What follows belongs to an exercise in optimizing a design on an open flow for small area, a short achievable clock period and few clock cycles per item; a production flow would make more cautious choices.
In this exercise RTL edits were held to simulation tests only and were not proved equivalent to the original.
No activity file was given, so power comes from the tool's default toggle rates.

## design/flow/design.v

```verilog
module hs_add32 (
    input  wire [31:0] a,
    input  wire [31:0] b,
    output wire [31:0] s
);
    reg [31:0] g, p, gg, pp;
    integer i, l;
    always @(*) begin
        g = a & b;
        p = a ^ b;
        gg = g;
        pp = p;
        for (l = 0; l < 5; l = l + 1)
            for (i = 0; i < 32; i = i + 1)
                if (i[l]) begin
                    gg[i] = gg[i] | (pp[i] & gg[((i >> l) << l) - 1]);
                    pp[i] = pp[i] & pp[((i >> l) << l) - 1];
                end
    end
    assign s = p ^ {gg[30:0], 1'b0};
endmodule
module hash_stream (
    input  wire         clk,
    input  wire         rst,         
    input  wire         in_valid,
    output wire         in_ready,
    input  wire [31:0]  in_data,     
    input  wire         in_last,     
    input  wire [2:0]   in_nbytes,   
    input  wire         in_alg,      
    output reg          out_valid,   
    output wire [159:0] out_digest   
);
    reg [31:0] W [0:15];
    reg [31:0] A, B, C, D, P;
    reg        act;          
    reg [6:0]  k;            
    reg        alg;          
    reg        oalg;         
    reg        first;        
    reg        msg_end;      
    reg        mark_done;    
    reg        len_blk;      
    reg        fin;          
    reg        p0;           
    reg        fin_last;     
    reg [3:0]  rc;           
    reg [13:0] wcnt;         
    reg [2:0]  nbl;          
    function [31:0] bswap(input [31:0] x);
        bswap = {x[7:0], x[15:8], x[23:16], x[31:24]};
    endfunction
    function [31:0] rotl(input [31:0] x, input integer n);
        rotl = (x << n) | (x >> (32 - n));
    endfunction
    function [31:0] last_word(input [31:0] d, input [2:0] nb);
        case (nb)
            3'd0: last_word = 32'h00000080;
            3'd1: last_word = {16'h0000, 8'h80, d[7:0]};
            3'd2: last_word = {8'h00, 8'h80, d[15:0]};
            3'd3: last_word = {8'h80, d[23:0]};
            default: last_word = d;
        endcase
    endfunction
    function [31:0] md5_t(input [5:0] i);
        case (i)
            6'd0:  md5_t = 32'hD76AA478; 6'd1:  md5_t = 32'hE8C7B756;
            6'd2:  md5_t = 32'h242070DB; 6'd3:  md5_t = 32'hC1BDCEEE;
            6'd4:  md5_t = 32'hF57C0FAF; 6'd5:  md5_t = 32'h4787C62A;
            6'd6:  md5_t = 32'hA8304613; 6'd7:  md5_t = 32'hFD469501;
            6'd8:  md5_t = 32'h698098D8; 6'd9:  md5_t = 32'h8B44F7AF;
            6'd10: md5_t = 32'hFFFF5BB1; 6'd11: md5_t = 32'h895CD7BE;
            6'd12: md5_t = 32'h6B901122; 6'd13: md5_t = 32'hFD987193;
            6'd14: md5_t = 32'hA679438E; 6'd15: md5_t = 32'h49B40821;
            6'd16: md5_t = 32'hF61E2562; 6'd17: md5_t = 32'hC040B340;
            6'd18: md5_t = 32'h265E5A51; 6'd19: md5_t = 32'hE9B6C7AA;
            6'd20: md5_t = 32'hD62F105D; 6'd21: md5_t = 32'h02441453;
            6'd22: md5_t = 32'hD8A1E681; 6'd23: md5_t = 32'hE7D3FBC8;
            6'd24: md5_t = 32'h21E1CDE6; 6'd25: md5_t = 32'hC33707D6;
            6'd26: md5_t = 32'hF4D50D87; 6'd27: md5_t = 32'h455A14ED;
            6'd28: md5_t = 32'hA9E3E905; 6'd29: md5_t = 32'hFCEFA3F8;
            6'd30: md5_t = 32'h676F02D9; 6'd31: md5_t = 32'h8D2A4C8A;
            6'd32: md5_t = 32'hFFFA3942; 6'd33: md5_t = 32'h8771F681;
            6'd34: md5_t = 32'h6D9D6122; 6'd35: md5_t = 32'hFDE5380C;
            6'd36: md5_t = 32'hA4BEEA44; 6'd37: md5_t = 32'h4BDECFA9;
            6'd38: md5_t = 32'hF6BB4B60; 6'd39: md5_t = 32'hBEBFBC70;
            6'd40: md5_t = 32'h289B7EC6; 6'd41: md5_t = 32'hEAA127FA;
            6'd42: md5_t = 32'hD4EF3085; 6'd43: md5_t = 32'h04881D05;
            6'd44: md5_t = 32'hD9D4D039; 6'd45: md5_t = 32'hE6DB99E5;
            6'd46: md5_t = 32'h1FA27CF8; 6'd47: md5_t = 32'hC4AC5665;
            6'd48: md5_t = 32'hF4292244; 6'd49: md5_t = 32'h432AFF97;
            6'd50: md5_t = 32'hAB9423A7; 6'd51: md5_t = 32'hFC93A039;
            6'd52: md5_t = 32'h655B59C3; 6'd53: md5_t = 32'h8F0CCC92;
            6'd54: md5_t = 32'hFFEFF47D; 6'd55: md5_t = 32'h85845DD1;
            6'd56: md5_t = 32'h6FA87E4F; 6'd57: md5_t = 32'hFE2CE6E0;
            6'd58: md5_t = 32'hA3014314; 6'd59: md5_t = 32'h4E0811A1;
            6'd60: md5_t = 32'hF7537E82; 6'd61: md5_t = 32'hBD3AF235;
            6'd62: md5_t = 32'h2AD7D2BB; default: md5_t = 32'hEB86D391;
        endcase
    endfunction
    reg         f_end, f_abs, f_prep, f_hs, f_hfirst, f_sched;
    wire        at_end   = f_end;      
    wire        absorb   = f_abs;      
    wire        prep     = f_prep;     
    reg         aligned;   
    wire        need_in  = absorb && !msg_end;
    wire        pad_blk  = msg_end && !len_blk;       
    assign in_ready = !act || (at_end && !pad_blk) || (need_in && aligned);
    wire        acc      = in_valid && in_ready;
    wire        adv      = absorb ? (aligned && (msg_end || in_valid)) : act;
    wire        push_pad = (absorb && msg_end) || (at_end && pad_blk);
    wire        push0    = (acc && !absorb) || (at_end && pad_blk);
    wire        new_msg  = acc && !absorb && msg_end;
    wire [3:0]  q        = absorb ? k[3:0] + 4'd1 : 4'd0;    
    wire [15:0] L     = {wcnt, 2'b00} + {13'd0, nbl};    
    wire [18:0] lbits = {L, 3'b000};
    reg  [31:0] pad_word;
    always @(*) begin
        if (!mark_done)
            pad_word = 32'h00000080;
        else if (len_blk && q == 4'd14)
            pad_word = alg ? 32'd0 : {13'd0, lbits};
        else if (len_blk && q == 4'd15)
            pad_word = alg ? bswap({13'd0, lbits}) : 32'd0;
        else
            pad_word = 32'd0;
    end
    reg [4:0]  fsel;         
    reg [3:0]  gsel;         
    reg [3:0]  rsel;         
    reg [4:0]  qsel;         
    wire [31:0] f1 = ({32{fsel[0]}} & C) | ({32{fsel[1]}} & ~(C ^ D)) | ({32{fsel[2]}} & (C | D));
    wire [31:0] f0 = ({32{fsel[0]}} & D) | ({32{fsel[1]}} &  (C ^ D)) | ({32{fsel[2]}} & (C & D));
    wire [31:0] f  = (B & f1) | (~B & f0);
    wire [31:0] sha_a = rotl(A, 5) + f + P;
    wire [31:0] g1 = ({32{gsel[0]}} & B) | ({32{gsel[1]}} & (B | C))
                   | ({32{gsel[2]}} & ~(B ^ C)) | ({32{gsel[3]}} & ~B);
    wire [31:0] g0 = ({32{gsel[0]}} & C) | ({32{gsel[1]}} & (B & ~C))
                   | ({32{gsel[2]}} &  (B ^ C)) | ({32{gsel[3]}} & (B ^ ~C));
    wire [31:0] g  = (A & g1) | (~A & g0);
    wire [31:0] md5_s = g + P;
    wire [31:0] md5_r1 = ({32{rsel[0]}} & md5_s)          | ({32{rsel[1]}} & rotl(md5_s, 1))
                       | ({32{rsel[2]}} & rotl(md5_s, 2)) | ({32{rsel[3]}} & rotl(md5_s, 3));
    wire [31:0] md5_r  = ({32{qsel[0]}} & rotl(md5_r1, 4))  | ({32{qsel[1]}} & rotl(md5_r1, 8))
                       | ({32{qsel[2]}} & rotl(md5_r1, 12)) | ({32{qsel[3]}} & rotl(md5_r1, 16))
                       | ({32{qsel[4]}} & rotl(md5_r1, 20));
    wire [31:0] md5_a;
    hs_add32 u_md5_a (.a(A), .b(md5_r), .s(md5_a));
    wire [31:0] a_new = alg ? sha_a : md5_a;
    wire [31:0] c_new = alg ? rotl(B, 30) : B;
    wire [4:0]  fsel_n = !alg ? 5'd0 :
                         (k < 7'd20) ? 5'b00001 :
                         (k < 7'd40) ? 5'b00010 :
                         (k < 7'd60) ? 5'b00100 : 5'b00010;
    wire [3:0]  gsel_n = alg ? 4'd0 : (4'b0001 << k[5:4]);
    reg  [3:0]  rsel_n;
    reg  [4:0]  qsel_n;
    always @(*) begin
        case ({k[5:4], k[1:0]})
            4'h0: begin rsel_n = 4'b1000; qsel_n = 5'b00001; end   
            4'h1: begin rsel_n = 4'b0001; qsel_n = 5'b00100; end   
            4'h2: begin rsel_n = 4'b0010; qsel_n = 5'b01000; end   
            4'h3: begin rsel_n = 4'b0100; qsel_n = 5'b10000; end   
            4'h4: begin rsel_n = 4'b0010; qsel_n = 5'b00001; end   
            4'h5: begin rsel_n = 4'b0010; qsel_n = 5'b00010; end   
            4'h6: begin rsel_n = 4'b0100; qsel_n = 5'b00100; end   
            4'h7: begin rsel_n = 4'b0001; qsel_n = 5'b10000; end   
            4'h8: begin rsel_n = 4'b0001; qsel_n = 5'b00001; end   
            4'h9: begin rsel_n = 4'b1000; qsel_n = 5'b00010; end   
            4'hA: begin rsel_n = 4'b0001; qsel_n = 5'b01000; end   
            4'hB: begin rsel_n = 4'b1000; qsel_n = 5'b10000; end   
            4'hC: begin rsel_n = 4'b0100; qsel_n = 5'b00001; end   
            4'hD: begin rsel_n = 4'b0100; qsel_n = 5'b00010; end   
            4'hE: begin rsel_n = 4'b1000; qsel_n = 5'b00100; end   
            default: begin rsel_n = 4'b0010; qsel_n = 5'b10000; end   
        endcase
    end
    reg  [16:0] wsl;
    wire [6:0]  kn = k + 7'd1;
    reg  [3:0]  rpos_n;
    always @(*) begin
        case (kn[5:4])
            2'd0: rpos_n = 4'd15;
            2'd1: rpos_n = {kn[1:0], 2'b00};
            2'd2: rpos_n = {kn[2:0], 1'b0} + 4'd4;
            default: rpos_n = {kn[1:0], 2'b00} + {kn[2:0], 1'b0} - 4'd1;
        endcase
    end
    wire        alg_nx = new_msg ? in_alg : alg;
    wire [16:0] wsl_n  = push0 ? (alg_nx ? 17'h10000 : 17'h08000)
                               : (alg ? 17'h10000 : ({1'b0, 16'd1} << rpos_n));
    reg  [31:0] wsel;
    integer wi;
    always @(*) begin
        wsel = {32{wsl[16]}} & bswap(W[15]);
        for (wi = 0; wi < 16; wi = wi + 1)
            wsel = wsel | ({32{wsl[wi]}} & W[wi]);
    end
    function [31:0] sha_k(input [6:0] kk);
        if (kk < 7'd20)      sha_k = 32'h5A827999;
        else if (kk < 7'd40) sha_k = 32'h6ED9EBA1;
        else if (kk < 7'd60) sha_k = 32'h8F1BBCDC;
        else                 sha_k = 32'hCA62C1D6;
    endfunction
    reg  [31:0] kconst;    
    wire [31:0] iv0 = alg ? 32'h67452301 : 32'hEFCDAB89;
    wire [31:0] iv1 = alg ? 32'hEFCDAB89 : 32'h98BADCFE;
    wire [31:0] iv2 = alg ? 32'h98BADCFE : 32'h10325476;
    wire [31:0] iv3 = alg ? 32'h10325476 : 32'h67452301;
    wire [31:0] iv4 = 32'hC3D2E1F0;
    reg  [31:0] R [0:4];
    wire        hstep  = f_hs;         
    wire        hfirst = f_hfirst;     
    wire        hrot30 = alg && !f_end;
    reg  [31:0] hterm;
    always @(*) begin
        if (hstep)
            hterm = (!alg && hfirst) ? 32'd0 : (hrot30 ? rotl(A, 30) : A);
        else
            hterm = fin ? A : 32'd0;
    end
    wire [31:0] hsum = R[0] + hterm;
    wire [31:0] e0     = first ? (alg ? iv4 : 32'h67452301) : (alg ? R[1] : R[2]);
    wire [31:0] p_x    = prep ? e0 : (alg ? D : C);
    wire [31:0] p_new  = p_x + wsel + kconst;
    wire [31:0] w_new = bswap(rotl(bswap(W[13] ^ W[8] ^ W[2] ^ W[0]), 1));
    reg [31:0] w_in;
    always @(*) begin
        if (acc)
            w_in = in_last ? last_word(in_data, in_nbytes) : in_data;
        else if (push_pad)
            w_in = pad_word;
        else if (f_sched)
            w_in = w_new;
        else
            w_in = W[0];
    end
    integer n;
    always @(posedge clk) begin
        for (n = 0; n < 15; n = n + 1)
            W[n] <= W[n+1];
        W[15] <= w_in;
    end
    wire rot5   = p0 || (fin && fin_last);
    wire inpl   = fin && !rot5;
    wire hinit  = act && first && (k == 7'd1);
    always @(posedge clk) begin
        if (p0) begin
            A <= first ? iv0 : hsum;
            B <= first ? iv1 : R[4];
            C <= first ? iv2 : R[3];
            D <= first ? iv3 : R[2];
        end else if (act && adv && !prep) begin
            A <= a_new;
            B <= A;
            C <= c_new;
            D <= C;
        end
        if (p0 || (adv && !prep))
            P <= p_new;
        if (push0 || (act && adv))
            wsl <= wsl_n;
        if (act && adv) begin
            fsel <= fsel_n;
            gsel <= gsel_n;
            rsel <= rsel_n;
            qsel <= qsel_n;
        end
        if (hinit) begin
            R[4] <= iv0; R[3] <= iv1; R[2] <= iv2; R[1] <= iv3; R[0] <= iv4;
        end else if (fin && fin_last) begin
            R[4] <= oalg ? bswap(hsum) : R[2];
            R[3] <= oalg ? bswap(R[4]) : hsum;
            R[2] <= oalg ? bswap(R[3]) : R[4];
            R[1] <= oalg ? bswap(R[2]) : R[3];
            R[0] <= oalg ? bswap(R[1]) : 32'd0;
        end else if (hstep || rot5) begin
            R[0] <= R[1]; R[1] <= R[2]; R[2] <= R[3]; R[3] <= R[4];
            R[4] <= hsum;
        end else if (inpl) begin
            R[0] <= hsum;
        end
    end
    wire        kinc   = act && adv && !at_end;
    wire        an     = push0 || (act && !at_end);
    wire [6:0]  kx     = push0 ? 7'd0 : (kinc ? k + 7'd1 : k);
    wire [6:0]  kl     = alg ? 7'd80 : 7'd64;
    wire        dec_end    = an && (kx == kl);
    wire        dec_abs    = an && (kx <= 7'd14);
    wire        dec_prep   = an && (kx == 7'd0);
    wire        dec_hs     = an && (kx >= kl - 7'd3) && (kx <= kl);
    wire        dec_hfirst = an && (kx == kl - 7'd3);
    wire        dec_sched  = an && alg && (kx >= 7'd15) && (kx < kl);
    wire [3:0]  rc_n   = (!aligned || (need_in && !in_valid)) ? rc + 4'd1 : rc;
    wire [6:0]  k1     = k + 7'd1;
    always @(posedge clk) begin
        if (push0)
            kconst <= alg_nx ? 32'h5A827999 : 32'hD76AA478;
        else if (kinc)
            kconst <= alg ? sha_k(k1) : md5_t(k1[5:0]);
    end
    always @(posedge clk) begin
        if (rst) begin
            act       <= 1'b0;
            k         <= 7'd0;
            msg_end   <= 1'b1;
            fin       <= 1'b0;
            fin_last  <= 1'b0;
            out_valid <= 1'b0;
            rc        <= 4'd0;
            aligned   <= 1'b1;
            p0        <= 1'b0;
            f_end     <= 1'b0;
            f_abs     <= 1'b0;
            f_prep    <= 1'b0;
            f_hs      <= 1'b0;
            f_hfirst  <= 1'b0;
            f_sched   <= 1'b0;
        end else begin
            p0 <= push0;
            out_valid <= fin && fin_last;
            fin       <= at_end;
            if (at_end) begin
                fin_last <= msg_end && len_blk;
                oalg     <= alg;
            end
            rc      <= rc_n;
            aligned <= (rc_n == 4'd0);
            f_end    <= dec_end;
            f_abs    <= dec_abs;
            f_prep   <= dec_prep;
            f_hs     <= dec_hs;
            f_hfirst <= dec_hfirst;
            f_sched  <= dec_sched;
            if (push0) begin
                act <= 1'b1;
                k   <= 7'd0;
            end else if (at_end) begin
                act <= 1'b0;
            end else if (act && adv) begin
                k <= k + 7'd1;
            end
            if (acc) begin
                if (new_msg) begin
                    alg   <= in_alg;
                    first <= 1'b1;
                    wcnt  <= in_last ? 14'd0 : 14'd1;
                end else begin
                    if (!in_last)
                        wcnt <= wcnt + 14'd1;
                end
                msg_end   <= in_last;
                nbl       <= in_nbytes;
                mark_done <= in_last && (in_nbytes != 3'd4);
                len_blk   <= in_last && (in_nbytes != 3'd4) && (q <= 4'd13);
            end else if (push_pad) begin
                if (!mark_done) begin
                    mark_done <= 1'b1;
                    len_blk   <= (q <= 4'd13);
                end else if (q == 4'd0) begin
                    len_blk   <= 1'b1;
                end
            end
            if (push0 && !new_msg)
                first <= 1'b0;
        end
    end
    assign out_digest = {R[0], R[1], R[2], R[3], R[4]};
endmodule
```

## design/flow/flow/run.sh

```bash
#!/bin/bash
set -euo pipefail
export ADDER_MAP_FILE=
export SETUP_SLACK_MARGIN=7.4
bash standard.sh > standard_flow.log 2>&1
```

## design/flow/standard.sh

```bash
#!/bin/bash
# synth_recipe.tcl (not shown) runs the flow's synth.tcl, then flattens the netlist and writes it again
# the make line also repeats each setting of config.mk as NAME=value (left out here)
make -C /OpenROAD-flow-scripts/flow DESIGN_CONFIG=/design/flow/config.mk WORK_HOME=/design/flow/orfs CLKGATE_MAP_FILE= SYNTH_SCRIPT=/design/flow/synth_recipe.tcl "${@:-finish}"
```

## design/flow/config.mk

```make
export PLATFORM = sky130hd
export DESIGN_NAME = hash_stream
export DESIGN_NICKNAME = hash_stream
export VERILOG_FILES = /design/flow/design.v
export SDC_FILE = /design/flow/constraint.sdc
export NUM_CORES = 4
export LEC_CHECK = 0
export ABC_AREA = 1
export CAP_MARGIN = 20
export CORE_MARGIN = 2
export CORE_UTILIZATION = 65
export PLACE_DENSITY = 0.8
export SLEW_MARGIN = 35
```

## design/flow/constraint.sdc

```tcl
create_clock -name core_clock -period 12.0 [get_ports {clk}]
set_input_delay 2.4000 -clock core_clock [delete_from_list [all_inputs] [get_ports {clk}]]
set_output_delay 2.4000 -clock core_clock [all_outputs]
set_load 0.01 [all_outputs]
```

==> results of run 1 <==
==> power groups by stage <==
| stage | clock, mW | sequential, mW | combinational (mW) |
|---|---|---|---|
| global placement | 0 | 5.12 | 8.70 |
| floorplan | 0 | 4.78 | 6.00 |
| detailed placement | 0 | 5.16 | 8.90 |
| CTS | 3.03 | 5.11 | 10.1 |
==> metrics by stage <==
| step | instances | hold WS (ps) | utilization | area, um^2 | setup WS, ps |
|---|---|---|---|---|---|
| 2_1_floorplan | 8069 | 331 | - | 56200 | 6350 |
| 3_3_place_gp | 9166 | 332 | 0.690 | 58900 | 5880 |
| 3_5_place_dp | 9167 | 335 | 0.691 | 59000 | 5920 |
| 4_1_cts | 9472 | 333 | 0.764 | 65200 | 7340 |
==> logic make-up after synthesis <==
family,synth area share
buf+inv,0.0809
simple gates,0.294
xor+xnor,0.0390
compound gates,0.182
mux,0.000356
flops,0.403
fa+ha+maj,0.000712
==> layer usage <==
metal / track usage / overflow
met1: 0.770 / 0
met2: 0.899 / 61
met3: 0.625 / 3
met4: 0.689 / 55
met5: 0.327 / 0
==> how the worst max path moves through the flow <==
| stage | start | endpoint | slack (ps) | cells after the start |
|---|---|---|---|---|
| after floorplan | in_valid | A[0] | 6350 | 5 |
| after global placement | in_valid | A[15] | 5880 | 8 |
| after detailed placement | alg | A[19] | 5920 | 26 |
| after CTS | fsel[2] | A[24] | 7340 | 24 |
==> Yosys cell counts, types with 104 or more instances <==
cell,n
a21oi_1,469
clkbuf_1,245
dfxtp_1,568
edfxtp_1,375
inv_1,785
nand2_1,2419
nand3_1,613
nand4_1,104
nor2_1,666
o21ai_0,613
o22ai_1,115
xnor2_1,150
==> repair_timing <==
item / CTS
setup buffers: 122
hold buffers: 0
setup endpoints to repair: 337
gates resized for setup: 521
pin swaps: 134
gates cloned: 9
==> results.yml, run 1 <==
synth:
  synth.distinct_cells: 70
  yosys.area.top_type: "dfxtp_1"
  synth_edf_count: 375
  syn_nets: 8109
  ys_warn_count: 4
  synthCells: 8069
  ys_ff_latch: 943
  netlist_top_cells_area: "dfxtp_1 20%, edfxtp_1 20%, nand2_1 16%, nand3_1 5.5%, o21ai_0 5.5%"
  synth-seq-area-share: 0.403
  syn_area_mm2: 0.0562
  synth_area_per_cell_um2: 6.97
  async_flop_share: 0
  synthFlopType: "dfxtp_1"
  synth_top_area_frac: 0.202
placement:
  dp_hpwl_um: 191000
  gp_congestion: 1.16
  portBuffers: 201
die:
  die_w_um: 298
  start_util: 0.658
  die_h_um: 298
  io_pins: 202
  rows: 107
global_route:
  grt_overflow: 119
  grt_max_degree: 95
  grt.total_usage: 0.752
clocking:
  clock_sinks: 943
  cts_root_buf: "clkbuf_16"
  cts_buffers: 93
  clockBufferDepth: 3
  htree_levels: 3
run_status:
  error: "[ERROR GRT-0232] Routing congestion too high. Check the congestion heatmap in the GUI."
  lastStage: "global routing"
  status: "stopped before the end"
timing:
  worstEpCategory: "register data pin"
  worst_endpoint: "A[29]$_DFFE_PP_/D"
Testbench counts, summed over its fixed seeds: cycles 147,002, bytes 113,779.
==> run 2, diff against run 1 <==
==> design/flow/flow/run.sh (replaced) <==
#!/bin/bash
set -euo pipefail
export ADDER_MAP_FILE=
export SETUP_SLACK_MARGIN=7.4
export BUFFER_PORTS_ARGS="-buffer_cell sky130_fd_sc_hd__buf_2"
bash standard.sh > standard_flow.log 2>&1
==> run 2 against run 1 <==
The flow again stops in global routing; synthesized area is the same; synthesized cell count unchanged.
==> results.yml, run 2 <==
timing:
  worst_endpoint: "A[21]$_DFFE_PP_/D"
  worstEpCategory: "register data pin"
global_route:
  grt_max_degree: 80
  grt.total_usage: 0.850
  grt_overflow: 343
clocking:
  cts_buffers: 93
  clockBufferDepth: 3
  clock_sinks: 943
  cts_root_buf: "clkbuf_16"
  hold_buffers: 0
  htree_levels: 3
synth:
  yosys.area.top_type: "dfxtp_1"
  post-synth-top-count-cell: "nand2_1"
  synthCells: 8069
  synthFlopType: "dfxtp_1"
  async_flop_share: 0
  netlist_top_cells_area: "dfxtp_1 20%, edfxtp_1 20%, nand2_1 16%, nand3_1 5.5%, o21ai_0 5.5%"
  ys_warn_count: 4
  synth_area_per_cell_um2: 6.97
  ys_top_cells_by_count: "2419 x nand2_1, 785 x inv_1, 666 x nor2_1"
  ys_ff_latch: 943
  syn_area_mm2: 0.0562
  syn_nets: 8109
  synth_top_area_frac: 0.202
  synth.distinct_cells: 70
  synth_edf_count: 375
  synth-seq-area-share: 0.403
die:
  start_util: 0.658
  die_w_um: 298
  rows: 107
  die_h_um: 298
  io_pins: 202
placement:
  gp_congestion: 1.21
  dp_hpwl_um: 193000
  portBuffers: 201
run_status:
  status: "stopped before the end"
  error: "[ERROR GRT-0232] Routing congestion too high. Check the congestion heatmap in the GUI."
  lastStage: "global routing"
==> run 2: metrics by stage <==
step	util	cells	worst slack, ps	area [um^2]
detailed placement	0.679	9166	4990	58000
global placement	0.678	9166	5000	57900
CTS	0.755	9512	7390	64500
floorplan	-	8069	6350	56200
==> run 2: metal layers <==
layer | overflow | GRT usage
met5 | 10 | 0.609
met4 | 128 | 0.791
met3 | 56 | 0.780
met2 | 117 | 0.942
met1 | 32 | 0.861
==> run 2: what timing repair did <==
action,4_1_cts
resized for setup,468
buffers inserted,162
gates cloned,11
pin swaps,116
endpoints found under the setup margin,291
==> run 2: how the worst max path moves through the flow <==
stage	from	end	slack, ps	cells past startpoint
floorplan	in_valid	A[0]	6350	5
global placement	alg	A[24]	5000	29
detailed placement	alg	A[22]	4990	28
CTS	gsel[0]	A[31]	7390	39
==> run 2: kinds of logic after synthesis <==
family / after synthesis / synth area share
xor gates and xnor gates: 250 / 0.0390
DFF: 943 / 0.403
muxes: 2 / 0.000356
AOI/OAI and AO/OA: 1718 / 0.182
and+or+nand+nor: 3994 / 0.294
buffers and inverters: 1158 / 0.0809
adders and majority gates: 4 / 0.000712
==> run 2: power by group through the flow <==
stage / sequential, mW / combinational [mW] / clock, mW
CTS: 5.13 / 9.91 / 3.15
detailed placement: 5.18 / 8.72 / 0
global placement: 5.14 / 8.57 / 0
floorplan: 4.78 / 6.00 / 0
==> run 3, diff against run 2 <==
--- a/design/flow/config.mk
+++ b/design/flow/config.mk
@@ -8,6 +8,6 @@
 export ABC_AREA = 1
 export CAP_MARGIN = 20
 export CORE_MARGIN = 2
-export CORE_UTILIZATION = 65
-export PLACE_DENSITY = 0.8
+export CORE_UTILIZATION = 50
+export PLACE_DENSITY = 0.65
 export SLEW_MARGIN = 35
==> run 3 against run 2 <==
Now clean on timing, DRC and antenna; synthesized cell count did not move; synthesized area is the same.
==> results.yml, run 3 <==
run_status:
  status: "no timing/DRC/antenna violations"
routing:
  wl_per_cell_um: 29.5
  ant_nets: 0
  wl_um: 295000
  drtIter0Drc: 10900
  post-route-drc-count: 0
  vias_per_cell: 6.47
  drt_first_pass_iters: 10
  num_vias: 64700
synth:
  yosys.area_share.adder: 0.000712
  ys_top_cells_by_count: "2419 x nand2_1, 785 x inv_1, 666 x nor2_1"
  synth_xor_area_frac: 0.0390
  synth-compound-area-share: 0.182
  synth-seq-area-share: 0.403
  synthSimpleGateAreaFrac: 0.294
  synth_top_family_by_area: "simple AND/OR/NAND/NOR gates"
  synth_edf_count: 375
  ys_warn_count: 4
  synth.distinct_cells: 70
  ys_ff_latch: 943
  async_flop_share: 0
  synth_area_per_cell_um2: 6.97
  muxShareOfSynthArea: 0.000356
  synthFlopType: "dfxtp_1"
  post-synth-top-count-cell: "nand2_1"
  syn_area_mm2: 0.0562
  yosys.area.top_type: "dfxtp_1"
  netlist_top_cells_area: "dfxtp_1 20%, edfxtp_1 20%, nand2_1 16%, nand3_1 5.5%, o21ai_0 5.5%"
  synth_top_area_frac: 0.202
  syn_nets: 8109
  synthCells: 8069
timing:
  setup_violations: 0
  period_minus_slack_ps: 4910
  rsz0062_at_grt: "true"
  tns_ps: 0
  setup_ws_ps: 7090
  finalClockSkew_ps: 75.4
  worstMarginPinSlew_ps: 1070
  fmax_ghz: 0.204
  whs_ps: 319
  maxSlewViolCount: 0
  max_slew_margin: 0.279
  timing.final.crit_share: 0.409
  finalHoldViolCount: 0
global_route:
  grt_pass1_vias: 57100
  antenna_found_initial: 33
  grt_overflow: 0
  grt_max_degree: 80
  grt_pass1_wl_um: 406000
  grt.total_usage: 0.484
clocking:
  clk_latency_ps: 770
  hold_buffers: 0
  cts_tree: "done"
  htree_levels: 3
  clock_sinks: 943
  cts_root_buf: "clkbuf_16"
  clockBufferDepth: 3
  cts_buffers: 100
  clk_pin_slew_ps: 60
critical_path:
  max_stage_delay_ps: 440
  worstPathArrival_ps: 5510
  worstSetupStartpointType: "flip-flop"
  cp_slowest_cell: "edfxtp_1"
  path_max_fanout: 8
  path_class: "flip-flop to flip-flop"
  cp_common_cell: "nand2_1"
  crit_required_ps: 12600
  end_kind: "flip-flop"
hold_path:
  worstHoldPathType: "flip-flop to flip-flop"
layout:
  fillCellCount: 10400
  final_nets: 8447
  ff_latch_area_mm2: 0.0226
  regMostFlops: "W"
  largest_reg_flops: 512
  multi_input_area_mm2: 0.0321
  final_cell_mix: "2208 x nand2_1, 730 x inv_1, 570 x nor2_1"
  layout.cells.non_filler: 10000
  reg.largest.list: "W x512, R x160"
  final_common_cell: "nand2_1"
  syn_to_final_growth_pct: 20.8
  drive_gt1_frac: 0.177
power_and_ir_drop:
  p_int_mw: 9.73
  power.density_mw_per_mm2: 294
  total_power_mw: 20.0
  p_comb_frac: 0.573
  pwr-share-clk: 0.168
  p_sw_frac: 0.513
  p_leak_nw: 30.1
  sequentialPowerShare: 0.259
  ir_drop_mv: 0.152
  p_switching_mw: 10.3
die:
  io_pins: 202
  start_util: 0.506
  coreArea_mm2: 0.111
  die_w_um: 339
  die-area_mm2: 0.115
  die_h_um: 339
  rows: 122
placement:
  portBuffers: 201
  gp_congestion: 1.12
  dp_hpwl_um: 209000
  pre_cts_slack_ps: 5570
  placed_cells: 9536
flow_run:
  cap_violations: 0
==> run 3: final timing paths <==
check | from | endpoint | cells past startpoint | slack (ps)
max | A[6] | A[26] | 36 | 7090
min reg2reg | W[9][0] | W[8][0] | 0 | 320
min | W[9][0] | W[8][0] | 0 | 320
max reg2reg | A[6] | A[26] | 36 | 7090
==> run 3: layer usage <==
| layer | global-route usage | up-vias | wire, um |
|---|---|---|---|
| met2 | 0.644 | 5514 | 112000 |
| li1 | - | 27800 | - |
| met4 | 0.299 | 32 | 23400 |
| met3 | 0.208 | 1259 | 52000 |
| met5 | 0 | - | 248 |
| met1 | 0.639 | 30100 | 108000 |
==> run 3: stage by stage <==
stage               utilization  cell area (um^2)
finish                    0.611             67900
global route              0.610             67800
CTS                       0.583             64800
detailed placement        0.528             58600
global placement          0.527             58500
floorplan                     -             56200
==> run 3: timing repair <==
action,CTS,global route
cloned,10,6
hold endpoints to repair,0,0
buffers inserted,118,122
endpoints found under the setup margin,258,200
pin swaps,86,177
gates resized for setup,395,504
==> run 3: layout make-up <==
type / instances / share of cell area
timing repair buffer: 571 / 0.0653
multi-input combinational: 5969 / 0.473
inverter: 820 / 0.0474
clock buffer: 134 / 0.0411
tap: 1488 / 0.0274
timing repair inverter: 2 / 0.000184
sequential: 943 / 0.334
antenna: 28 / 0.00103
clock inverter: 54 / 0.0107
==> run 3: power by group through the flow <==
stage,sequential [mW],combinational [mW],clock (mW)
after floorplan,4.78,6.00,0
after global placement,5.20,8.93,0
after detailed placement,5.21,8.98,0
after CTS,5.12,9.88,3.33
after global routing,5.20,12.0,3.46
final,5.18,11.5,3.35
==> run 3: cell families after synthesis <==
logic type                 Yosys count
buffers and inverters             1158
and+or+nand+nor                   3994
adders and majority gates            4
muxes                                2
AOI/OAI and AO/OA                 1718
xor gates and xnor gates           250
DFF                                943
==> run 3: worst max-delay path, delay by kind of cell (launching register included) <==
| kind | cells | cell delay [ps] |
|---|---|---|
| AO/OA/AOI/OAI | 6 | 740 |
| AND/OR/NAND/NOR | 24 | 2620 |
| flip-flops | 1 | 440 |
| buffers and inverters | 6 | 940 |

re-timing with driven ports:
In the flow no input, the clock included, has a driving cell. The finished layout below was timed again as built, in two steps.
Step 1, drivers: a clkbuf_16 drives clk and a buf_2 each remaining input, both assumed.
Step 2 also shifts input and output timing later by t, the mid clock arrival at the registers, as if the neighbouring blocks saw the same clock.
a / b / c = no drivers / after step 1 / after step 2; a / b = the first two.
run: run 3
t, ns: 0.798
slack for setup (ns): 7.091 / 7.091 / 6.717
worst hold slack (ns): 0.319 / 0.319 / 0.319
worst register clock-pin slew, ns: 0.09 / 0.09
After both steps run 3 still meets setup and hold. For run 3, drivers alone change the setup slack by 0.000 ns; drivers and shift together by -0.374 ns.
